This is an optimization exercise on Yosys and OpenROAD, whose aim is small area and a short achievable clock period, not a production implementation.
Function was checked by simulation only, so behaviour that the tests miss may differ from the original.

==> design/flow/design.v <==
module ddscopex_ff_scale (
    input  wire [31:0] x,
    output wire [15:0] n,
    output wire        fail
);
    wire        sign = x[31];
    wire [7:0]  e    = x[30:23];
    wire [22:0] f    = x[22:0];
    wire [23:0] m = {1'b1, f};
    wire [33:0] p = m * 34'd1000;
    wire        top = p[33];
    wire [24:0] kept  = top ? {1'b0, p[33:10]} : {1'b0, p[32:9]};
    wire        guard = top ? p[9] : p[8];
    wire        stick = top ? (|p[8:0]) : (|p[7:0]);
    wire        inc   = guard & (stick | kept[0]);
    wire [24:0] r     = kept + {24'd0, inc};
    wire signed [9:0] rshift = 10'sd150 - $signed({2'b00, e}) - (top ? 10'sd10 : 10'sd9);
    reg [16:0] mag;
    reg        big;
    always @(*) begin
        mag = 17'd0;
        big = 1'b0;
        if (rshift <= 10'sd7)
            big = 1'b1;
        else if (rshift <= 10'sd25)
            mag = r >> rshift[4:0];
        else
            mag = 17'd0;
    end
    wire is_nan_inf = (e == 8'hFF);
    wire is_tiny    = (e == 8'h00);    
    wire over       = big || (sign ? (mag > 17'd32768) : (mag > 17'd32767));
    assign fail = is_nan_inf | (~is_tiny & over);
    wire [15:0] mag16 = is_tiny ? 16'd0 : mag[15:0];
    assign n = sign ? (16'd0 - mag16) : mag16;
endmodule
module ddscopex_ff_div (
    input  wire [15:0] n,
    output wire [31:0] q
);
    wire        sign = n[15];
    wire [15:0] mag  = sign ? (16'd0 - n) : n;    
    reg [3:0] lz;
    integer i;
    always @(*) begin
        lz = 4'd0;
        for (i = 0; i < 16; i = i + 1)
            if (mag[i]) lz = i[3:0];
    end
    wire [15:0] norm = mag << (4'd15 - lz);      
    wire [35:0] a    = {norm, 20'd0};
    wire [35:0] quo  = a / 36'd1000;             
    wire [35:0] rem  = a % 36'd1000;
    wire        top   = quo[26];
    wire [23:0] kept  = top ? quo[26:3] : quo[25:2];
    wire        guard = top ? quo[2] : quo[1];
    wire        stick = (top ? (|quo[1:0]) : quo[0]) | (rem != 36'd0);
    wire        inc   = guard & (stick | kept[0]);
    wire [24:0] r     = {1'b0, kept} + {24'd0, inc};
    wire [7:0]  exp0  = {4'd0, lz} + (top ? 8'd118 : 8'd117);
    wire [7:0]  expo  = r[24] ? exp0 + 8'd1 : exp0;
    wire [22:0] frac  = r[24] ? 23'd0 : r[22:0];
    assign q = (n == 16'd0) ? 32'd0 : {sign, expo, frac};
endmodule
module ddscopex_can_codec (
    input  wire        clk,
    input  wire        rst,
    input  wire        ms_tick,
    input  wire        cmd_valid,
    input  wire [15:0] cmd,
    input  wire [31:0] data,
    output wire        cmd_ready,
    output wire        rsp_valid,
    output wire [3:0]  rsp_code,
    output wire [31:0] result,
    output wire        busy,
    output wire        tx_valid,
    output wire [10:0] tx_id,
    output wire        tx_rtr,
    output wire [3:0]  tx_dlc,
    output wire [63:0] tx_data,
    input  wire        tx_ready,
    input  wire        tx_ok,
    input  wire        rx_valid,
    input  wire [10:0] rx_id,
    input  wire        rx_rtr,
    input  wire [3:0]  rx_dlc,
    input  wire [63:0] rx_data,
    output wire        rx_ready
);
    localparam [1:0] S_IDLE = 2'd0, S_TX = 2'd1, S_WAIT_RSP = 2'd2, S_WAIT_HB = 2'd3;
    localparam [3:0] C_OK = 4'd0, C_TIMEOUT = 4'd1, C_DEFAULTED = 4'd2, C_ERR_AXIS = 4'd3,
                     C_ERR_CMD = 4'd4, C_ERR_ID = 4'd5, C_ERR_DLC = 4'd6, C_ERR_OFFSET = 4'd7,
                     C_ERR_RANGE = 4'd8, C_ERR_SEND = 4'd9, C_ILLEGAL = 4'd10, C_ERR_NOFRAME = 4'd11;
    localparam [4:0] OP_NOP = 5'd0, OP_ID_ENC = 5'd1, OP_ID_DEC = 5'd2, OP_BUF_CLR = 5'd3,
                     OP_SET_DLC = 5'd4, OP_SET_TIMEOUT = 5'd5, OP_SET_POLICY = 5'd6,
                     OP_PACK_U8 = 5'd8, OP_PACK_I16 = 5'd9, OP_PACK_I32 = 5'd10,
                     OP_PACK_U32 = 5'd11, OP_PACK_F32 = 5'd12, OP_PACK_FF16 = 5'd13,
                     OP_PACK_FF8 = 5'd14,
                     OP_UNPACK_U8 = 5'd16, OP_UNPACK_I16 = 5'd17, OP_UNPACK_I32 = 5'd18,
                     OP_UNPACK_U32 = 5'd19, OP_UNPACK_F32 = 5'd20, OP_UNPACK_FF16 = 5'd21,
                     OP_XCHG = 5'd24, OP_HB_WAIT = 5'd25;
    reg [10:0] frame_id;
    reg        frame_rtr;
    reg        frame_valid;
    reg [3:0]  frame_dlc;
    reg [63:0] tx_buf;
    reg [10:0] rx_id_q;
    reg        rx_rtr_q;
    reg [3:0]  rx_dlc_q;
    reg [63:0] rx_buf;
    reg [31:0] result_q;
    reg [3:0]  last_code;
    reg        rsp_v;
    reg [15:0] timeout_ms;
    reg        silent;
    reg [1:0]  fsm;
    reg [15:0] tick_cnt;
    reg [10:0] wait_id;
    assign cmd_ready = (fsm == S_IDLE) && !rst;
    assign busy      = (fsm != S_IDLE);
    assign tx_valid  = (fsm == S_TX) && !rst;
    assign rx_ready  = ((fsm == S_WAIT_RSP) || (fsm == S_WAIT_HB)) && !rst;
    assign rsp_valid = rsp_v;
    assign rsp_code  = last_code;
    assign result    = result_q;
    assign tx_id     = frame_id;
    assign tx_rtr    = frame_rtr;
    assign tx_dlc    = frame_dlc;
    assign tx_data   = tx_buf;
    wire [4:0] opc = cmd[15:11];
    wire [2:0] off = cmd[10:8];
    wire       bsel = cmd[7];
    reg legal;
    always @(*) begin
        case (opc)
            OP_NOP, OP_BUF_CLR, OP_SET_TIMEOUT, OP_XCHG, OP_HB_WAIT:
                legal = (cmd[10:0] == 11'd0);
            OP_ID_ENC, OP_SET_POLICY:
                legal = (cmd[10:1] == 10'd0);
            OP_ID_DEC:
                legal = (cmd[10:2] == 9'd0) && (cmd[1:0] != 2'b11);
            OP_SET_DLC:
                legal = (cmd[10:4] == 7'd0);
            OP_PACK_U8, OP_PACK_I16, OP_PACK_I32, OP_PACK_U32,
            OP_PACK_F32, OP_PACK_FF16, OP_PACK_FF8:
                legal = (cmd[7:0] == 8'd0);
            OP_UNPACK_U8, OP_UNPACK_I16, OP_UNPACK_I32, OP_UNPACK_U32,
            OP_UNPACK_F32, OP_UNPACK_FF16:
                legal = (cmd[6:0] == 7'd0);
            default:
                legal = 1'b0;
        endcase
    end
    reg [2:0] width;
    always @(*) begin
        case (opc)
            OP_PACK_U8, OP_PACK_FF8, OP_UNPACK_U8:            width = 3'd1;
            OP_PACK_I16, OP_PACK_FF16,
            OP_UNPACK_I16, OP_UNPACK_FF16:                    width = 3'd2;
            default:                                          width = 3'd4;
        endcase
    end
    wire off_bad = ({1'b0, off} + {1'b0, width}) > 4'd8;
    wire [15:0] ff_n;
    wire        ff_fail;
    ddscopex_ff_scale u_scale (.x(data), .n(ff_n), .fail(ff_fail));
    reg [31:0] pack_val;
    reg [7:0]  pack_bytes;
    always @(*) begin
        case (opc)
            OP_PACK_U8:   begin pack_val = data;                 pack_bytes = 8'h01; end
            OP_PACK_I16:  begin pack_val = data;                 pack_bytes = 8'h03; end
            OP_PACK_FF16: begin pack_val = {16'd0, ff_n};        pack_bytes = 8'h03; end
            OP_PACK_FF8:  begin pack_val = {16'd0, ff_n};        pack_bytes = 8'h01; end
            default:      begin pack_val = data;                 pack_bytes = 8'h0F; end
        endcase
    end
    wire [63:0] pack_data = {32'd0, pack_val} << {off, 3'b000};
    wire [7:0]  pack_mask_b = pack_bytes << off;
    wire [63:0] pack_mask;
    genvar gb;
    generate
        for (gb = 0; gb < 8; gb = gb + 1) begin : g_mask
            assign pack_mask[8*gb +: 8] = {8{pack_mask_b[gb]}};
        end
    endgenerate
    wire [63:0] tx_buf_packed = (tx_buf & ~pack_mask) | (pack_data & pack_mask);
    wire [63:0] src_buf = bsel ? tx_buf : rx_buf;
    wire [63:0] rd_sh   = src_buf >> {off, 3'b000};
    wire [15:0] rd16    = rd_sh[15:0];
    wire [31:0] ff_q;
    ddscopex_ff_div u_div (.n(rd16), .q(ff_q));
    reg [31:0] unpack_val;
    always @(*) begin
        case (opc)
            OP_UNPACK_U8:   unpack_val = {24'd0, rd_sh[7:0]};
            OP_UNPACK_I16:  unpack_val = {{16{rd16[15]}}, rd16};
            OP_UNPACK_FF16: unpack_val = ff_q;
            default:        unpack_val = rd_sh[31:0];
        endcase
    end
    reg [10:0] dec_id;
    always @(*) begin
        case (cmd[1:0])
            2'd1:    dec_id = rx_id_q;
            2'd2:    dec_id = frame_id;
            default: dec_id = data[10:0];
        endcase
    end
    wire        rx_fire  = rx_valid && ((fsm == S_WAIT_RSP) || (fsm == S_WAIT_HB));
    wire        rx_match = rx_fire && (rx_id == wait_id);
    wire [3:0]  cap_dlc  = (rx_dlc > 4'd8) ? 4'd8 : rx_dlc;
    wire [63:0] cap_data;
    generate
        for (gb = 0; gb < 8; gb = gb + 1) begin : g_cap
            assign cap_data[8*gb +: 8] = (gb < cap_dlc) ? rx_data[8*gb +: 8] : 8'h00;
        end
    endgenerate
    wire [3:0] timeout_code = silent ? C_DEFAULTED : C_TIMEOUT;
    always @(posedge clk) begin
        if (rst) begin
            frame_id    <= 11'd0;
            frame_rtr   <= 1'b0;
            frame_valid <= 1'b0;
            frame_dlc   <= 4'd0;
            tx_buf      <= 64'd0;
            rx_id_q     <= 11'd0;
            rx_rtr_q    <= 1'b0;
            rx_dlc_q    <= 4'd0;
            rx_buf      <= 64'd0;
            result_q    <= 32'd0;
            last_code   <= C_OK;
            rsp_v       <= 1'b0;
            timeout_ms  <= 16'd5;
            silent      <= 1'b0;
            fsm         <= S_IDLE;
            tick_cnt    <= 16'd0;
            wait_id     <= 11'd0;
        end else begin
            rsp_v <= 1'b0;
            case (fsm)
                S_IDLE: if (cmd_valid) begin
                    rsp_v <= 1'b1;           
                    if (!legal) begin
                        last_code <= C_ILLEGAL;
                    end else begin
                        case (opc)
                            OP_NOP: last_code <= C_OK;
                            OP_ID_ENC: begin
                                if (data[31:16] > 16'd63)
                                    last_code <= C_ERR_AXIS;
                                else if (data[15:0] > 16'd31)
                                    last_code <= C_ERR_CMD;
                                else begin
                                    frame_id    <= {data[21:16], data[4:0]};
                                    frame_rtr   <= cmd[0];
                                    frame_valid <= 1'b1;
                                    last_code   <= C_OK;
                                end
                            end
                            OP_ID_DEC: begin
                                if (cmd[1:0] == 2'd0 && data[31:11] != 21'd0)
                                    last_code <= C_ERR_ID;
                                else begin
                                    result_q  <= {10'd0, dec_id[10:5], 11'd0, dec_id[4:0]};
                                    last_code <= C_OK;
                                end
                            end
                            OP_BUF_CLR: begin
                                tx_buf    <= 64'd0;
                                frame_dlc <= 4'd0;
                                last_code <= C_OK;
                            end
                            OP_SET_DLC: begin
                                if (cmd[3:0] > 4'd8)
                                    last_code <= C_ERR_DLC;
                                else begin
                                    frame_dlc <= cmd[3:0];
                                    last_code <= C_OK;
                                end
                            end
                            OP_SET_TIMEOUT: begin
                                if (data[31:16] != 16'd0)
                                    last_code <= C_ERR_RANGE;
                                else begin
                                    timeout_ms <= data[15:0];
                                    last_code  <= C_OK;
                                end
                            end
                            OP_SET_POLICY: begin
                                silent    <= cmd[0];
                                last_code <= C_OK;
                            end
                            OP_PACK_U8, OP_PACK_I16, OP_PACK_I32, OP_PACK_U32, OP_PACK_F32: begin
                                if (off_bad)
                                    last_code <= C_ERR_OFFSET;
                                else begin
                                    tx_buf    <= tx_buf_packed;
                                    last_code <= C_OK;
                                end
                            end
                            OP_PACK_FF16, OP_PACK_FF8: begin
                                if (off_bad)
                                    last_code <= C_ERR_OFFSET;
                                else if (ff_fail)
                                    last_code <= C_ERR_RANGE;
                                else begin
                                    tx_buf    <= tx_buf_packed;
                                    last_code <= C_OK;
                                end
                            end
                            OP_UNPACK_U8, OP_UNPACK_I16, OP_UNPACK_I32, OP_UNPACK_U32,
                            OP_UNPACK_F32, OP_UNPACK_FF16: begin
                                if (off_bad)
                                    last_code <= C_ERR_OFFSET;
                                else begin
                                    result_q  <= unpack_val;
                                    last_code <= C_OK;
                                end
                            end
                            OP_XCHG: begin
                                if (!frame_valid)
                                    last_code <= C_ERR_NOFRAME;
                                else begin
                                    rsp_v <= 1'b0;
                                    if (frame_rtr) begin
                                        rx_buf   <= 64'd0;
                                        rx_dlc_q <= 4'd0;
                                    end
                                    wait_id <= frame_id;
                                    fsm     <= S_TX;
                                end
                            end
                            OP_HB_WAIT: begin
                                if (data[31:16] > 16'd63)
                                    last_code <= C_ERR_AXIS;
                                else begin
                                    rsp_v    <= 1'b0;
                                    rx_buf   <= 64'd0;
                                    rx_dlc_q <= 4'd0;
                                    wait_id  <= {data[21:16], 5'b00001};
                                    fsm      <= S_WAIT_HB;
                                end
                            end
                            default: last_code <= C_ILLEGAL;
                        endcase
                    end
                end
                S_TX: if (tx_ready) begin
                    if (!tx_ok) begin
                        last_code <= C_ERR_SEND;
                        rsp_v     <= 1'b1;
                        fsm       <= S_IDLE;
                    end else if (!frame_rtr) begin
                        last_code <= C_OK;
                        rsp_v     <= 1'b1;
                        fsm       <= S_IDLE;
                    end else if (timeout_ms == 16'd0) begin
                        last_code <= timeout_code;
                        rsp_v     <= 1'b1;
                        fsm       <= S_IDLE;
                    end else begin
                        tick_cnt <= 16'd0;
                        fsm      <= S_WAIT_RSP;
                    end
                end
                S_WAIT_RSP, S_WAIT_HB: begin
                    if (rx_match) begin
                        rx_id_q   <= rx_id;
                        rx_rtr_q  <= rx_rtr;
                        rx_dlc_q  <= cap_dlc;
                        rx_buf    <= cap_data;
                        last_code <= C_OK;
                        rsp_v     <= 1'b1;
                        fsm       <= S_IDLE;
                    end else if (fsm == S_WAIT_RSP && ms_tick) begin
                        if ({1'b0, tick_cnt} + 17'd1 >= {1'b0, timeout_ms}) begin
                            last_code <= timeout_code;
                            rsp_v     <= 1'b1;
                            fsm       <= S_IDLE;
                        end else begin
                            tick_cnt <= tick_cnt + 16'd1;
                        end
                    end
                end
            endcase
        end
    end
endmodule
==> design/flow/run.sh <==
#!/bin/bash
# synth_recipe.tcl (not shown) runs the flow's synth.tcl, then flattens the netlist and writes it again
# the make line also repeats each setting of config.mk as NAME=value (left out here)
make -C /OpenROAD-flow-scripts/flow DESIGN_CONFIG=/design/flow/config.mk WORK_HOME=/design/flow/orfs CLKGATE_MAP_FILE= SYNTH_SCRIPT=/design/flow/synth_recipe.tcl finish
==> design/flow/config.mk <==
export PLATFORM = sky130hd
export DESIGN_NAME = ddscopex_can_codec
export DESIGN_NICKNAME = ddscopex_can_codec
export VERILOG_FILES = /design/flow/design.v
export SDC_FILE = /design/flow/constraint.sdc
export NUM_CORES = 4
export LEC_CHECK = 0
export CAP_MARGIN = 20
export CORE_MARGIN = 2
export CORE_UTILIZATION = 40
export SLEW_MARGIN = 20
==> design/flow/constraint.sdc <==
create_clock -name core_clock -period 45.0 [get_ports {clk}]
set_input_delay 9.0000 -clock core_clock [delete_from_list [all_inputs] [get_ports {clk}]]
set_output_delay 9.0000 -clock core_clock [all_outputs]
set_load 0.01 [all_outputs]
==> impl_metrics.yaml <==
floorplanning:
  dieArea_um2: 95700
  die_x_um: 309
  row_count: 111
  die_y_um: 309
  core_um2: 92100
  floorplan.initialDensity: 0.405
  boundaryPins: 256
clocking:
  htreeDepth: 1
  clkTransAtPathRegs_ns: 0.06
  ctsHoldBuffers: 0
  clock_path_buffers: 3
  numCtsBuffers: 30
  cts.sinks: 239
  root_buffer: "clkbuf_16"
  cts_tree: "built"
  clk_latency_ns: 0.60
critical_path:
  worstPathMaxFanout: 25
  cp.required_ns: 45.46
  start_kind: "input pin"
  cpMostUsedCell: "ha_1"
  crit_arrival_ns: 43.19
  crit_path_end_kind: "flip-flop"
  slowest_stage: "or4b_1"
  max_stage_delay_ns: 0.74
  critical_path_class: "input pin to flip-flop"
finish:
  final_core_util: 0.467
  layout_commonest_cell: "nor2_1"
  fillers: 9347
  areaGrowthSynthToFinish_pct: 15.3
  layout_common_cells: "nor2_1, nand2_1, a21oi_1"
  nets: 5592
  drive_gt1_frac: 0.120
logic_synthesis:
  ys_seq_area_frac: 0.128
  synth_edf_count: 0
  yosysTopAreaCellShare: 0.128
  synthFlopType: "dfxtp_1"
  synth_area_leaders: "dfxtp_1, nor2_1, a21oi_1"
  synthArstFlopShare: 0
  synth.distinct_cells: 161
  syn_nets: 5360
  syn_avg_cell_area_um2: 7.45
  ys_warn_count: 3
  synth_top_area_cell: "dfxtp_1"
  synth_cells: 5001
  syn_area_um2: 37300
  ys_seq_elements: 239
run:
  maxCapViolCount: 0
timing:
  fin_crit_sh: 0.950
  finalCriticalPeriod_ns: 42.73
  tns_ns: 0
  worstMarginPinSlew_ns: 1.12
  timing.hold.ws_ns: 0.461
  finalSetupViolCount: 0
  relSlewSlack: 0.249
  report.final.hold_viol_count: 0
  fmax_mhz: 23.4
  fin_skew_ns: 0.0270
  maxSlewViolCount: 0
drt:
  drt_iter0_drc: 3815
  finalWirelength_mm: 141
  final_antenna_net_count: 0
  vias_per_cell: 6.26
  drt-wirelength-per-cell_um: 21.7
  dr.pass1.iters: 6
  drc_errors: 0
  vias: 40686
global_routing:
  grt-ovfl-total: 0
  grt_max_degree: 108
  grt_usage: 0.283
  grt_pass1_wl_mm: 218
  antenna_found_initial: 7
  grt_pass1_vias: 37633
place:
  portBuffers: 254
  hpwl_mm: 111
  gp_congestion: 0.975
outcome:
  status: "no timing/DRC/antenna violations"
hold_path:
  worstHoldPathType: "flip-flop to flip-flop"
-- per-layer routing --
| metal | vias up | share of wire | GRT usage |
|---|---|---|---|
| met5 | - | 0.00023 | 0 |
| met3 | 272 | 0.072 | 0.0453 |
| met1 | 19634 | 0.44 | 0.381 |
| met4 | 6 | 0.040 | 0.102 |
| li1 | 19303 | - | - |
| met2 | 1471 | 0.45 | 0.457 |
-- cells in the mapped netlist (90+ instances only) --
library cell	n
xor2_1	90
nand3_1	167
inv_1	169
nand2_1	489
clkbuf_1	163
mux2i_1	131
xnor2_1	183
nor2_1	506
o21ai_0	217
nor3_1	162
ha_1	138
a21oi_1	369
dfxtp_1	239
-- worst paths after layout --
check	start	endpoint	cells past startpoint	slack, ns
hold reg to reg	last_code[3]	last_code[3]	2	0.46
hold / removal	last_code[3]	last_code[3]	2	0.46
setup reg to reg	tx_buf[0]	result_q[0]	143	10.61
setup / recovery	cmd[10]	result_q[0]	145	2.27
-- flip-flops by register name, indices dropped and copies added, names as in the netlist, 2 cells and up --
signal / count
fsm: 2
frame_dlc: 4
frame_id: 11
timeout_ms: 16
result_q: 32
rx_id_q: 11
tick_cnt: 16
rx_buf: 64
wait_id: 11
tx_buf: 64
last_code: 4
-- stage by stage --
step | area, µm² | std cells | setup WS [ns]
2_1_floorplan | 37300 | 5001 | 0.214
3_3_place_gp | 41600 | 6430 | 0.153
3_5_place_dp | 41600 | 6430 | -0.110
4_1_cts | 42700 | 6483 | 0.347
5_1_grt | 43000 | 6500 | -0.0480
6_report | 43000 | 6501 | 2.27
-- critical path: cells and delay by family --
| kind | cells | cell delay, ns |
|---|---|---|
| AO/OA/AOI/OAI | 36 | 9.59 |
| XOR/XNOR | 2 | 0.42 |
| adder cells (fa/ha/maj) | 13 | 3.16 |
| buffers and inverters | 17 | 3.05 |
| AND/OR/NAND/NOR | 66 | 15.27 |
| multiplexers | 11 | 2.61 |
-- what timing repair did --
item | CTS | global route
setup endpoints to repair | 0 | 31
buffers inserted | 0 | 14
hold endpoints to repair | 0 | 0
resized for setup | 0 | 36
-- final cells by class --
class                   instances  area (µm²)  area share
diodes                          4        10.0    0.000233
clock buffers                  41         862      0.0201
clock inverters                12         190     0.00442
inverters                     188         714      0.0166
multi-input cells            4277       30500       0.709
flip-flops and latches        239        4780       0.111
well taps                    1243        1560      0.0362
repair buffers                497        4400       0.102
-- cell families after synthesis --
kind of cell | Yosys count | share of synthesized area
other | 2 | 0.000201
and+or+nand+nor | 1936 | 0.264
muxes | 242 | 0.0866
AOI/OAI and AO/OA | 1591 | 0.301
xor gates and xnor gates | 281 | 0.0678
adders and majority gates | 225 | 0.0928
DFF | 239 | 0.128
buffers and inverters | 485 | 0.0594

## static timing again, ports no longer ideal
The results above use ideal ports. As a check the final layout listed here was re-extracted and re-timed, cells and wires unchanged.
Step 1, drivers: a clkbuf_16 drives clk and a buf_2 each remaining input, both assumed.
Step 2 adds t to the input delays and takes it off the output delays; t is the mean of the earliest and latest rising clock arrival at the registers after step 1. Input paths then give back, and output paths get back, about the clock's delay inside the block.
Slacks: ideal / step 1 / step 2; pairs: ideal / step 1.
t (ns): 0.653
setup WS [ns]: 2.270 / 2.279 / 1.627
hold WS [ns]: 0.461 / 0.461 / 0.461
latest minus earliest clock arrival (ns): 0.028 / 0.027
pins driven straight from the clock port: 1
After both steps setup and hold are still met in this run. The setup slack of this run moves by +0.009 ns with the drivers and by -0.643 ns with both steps.
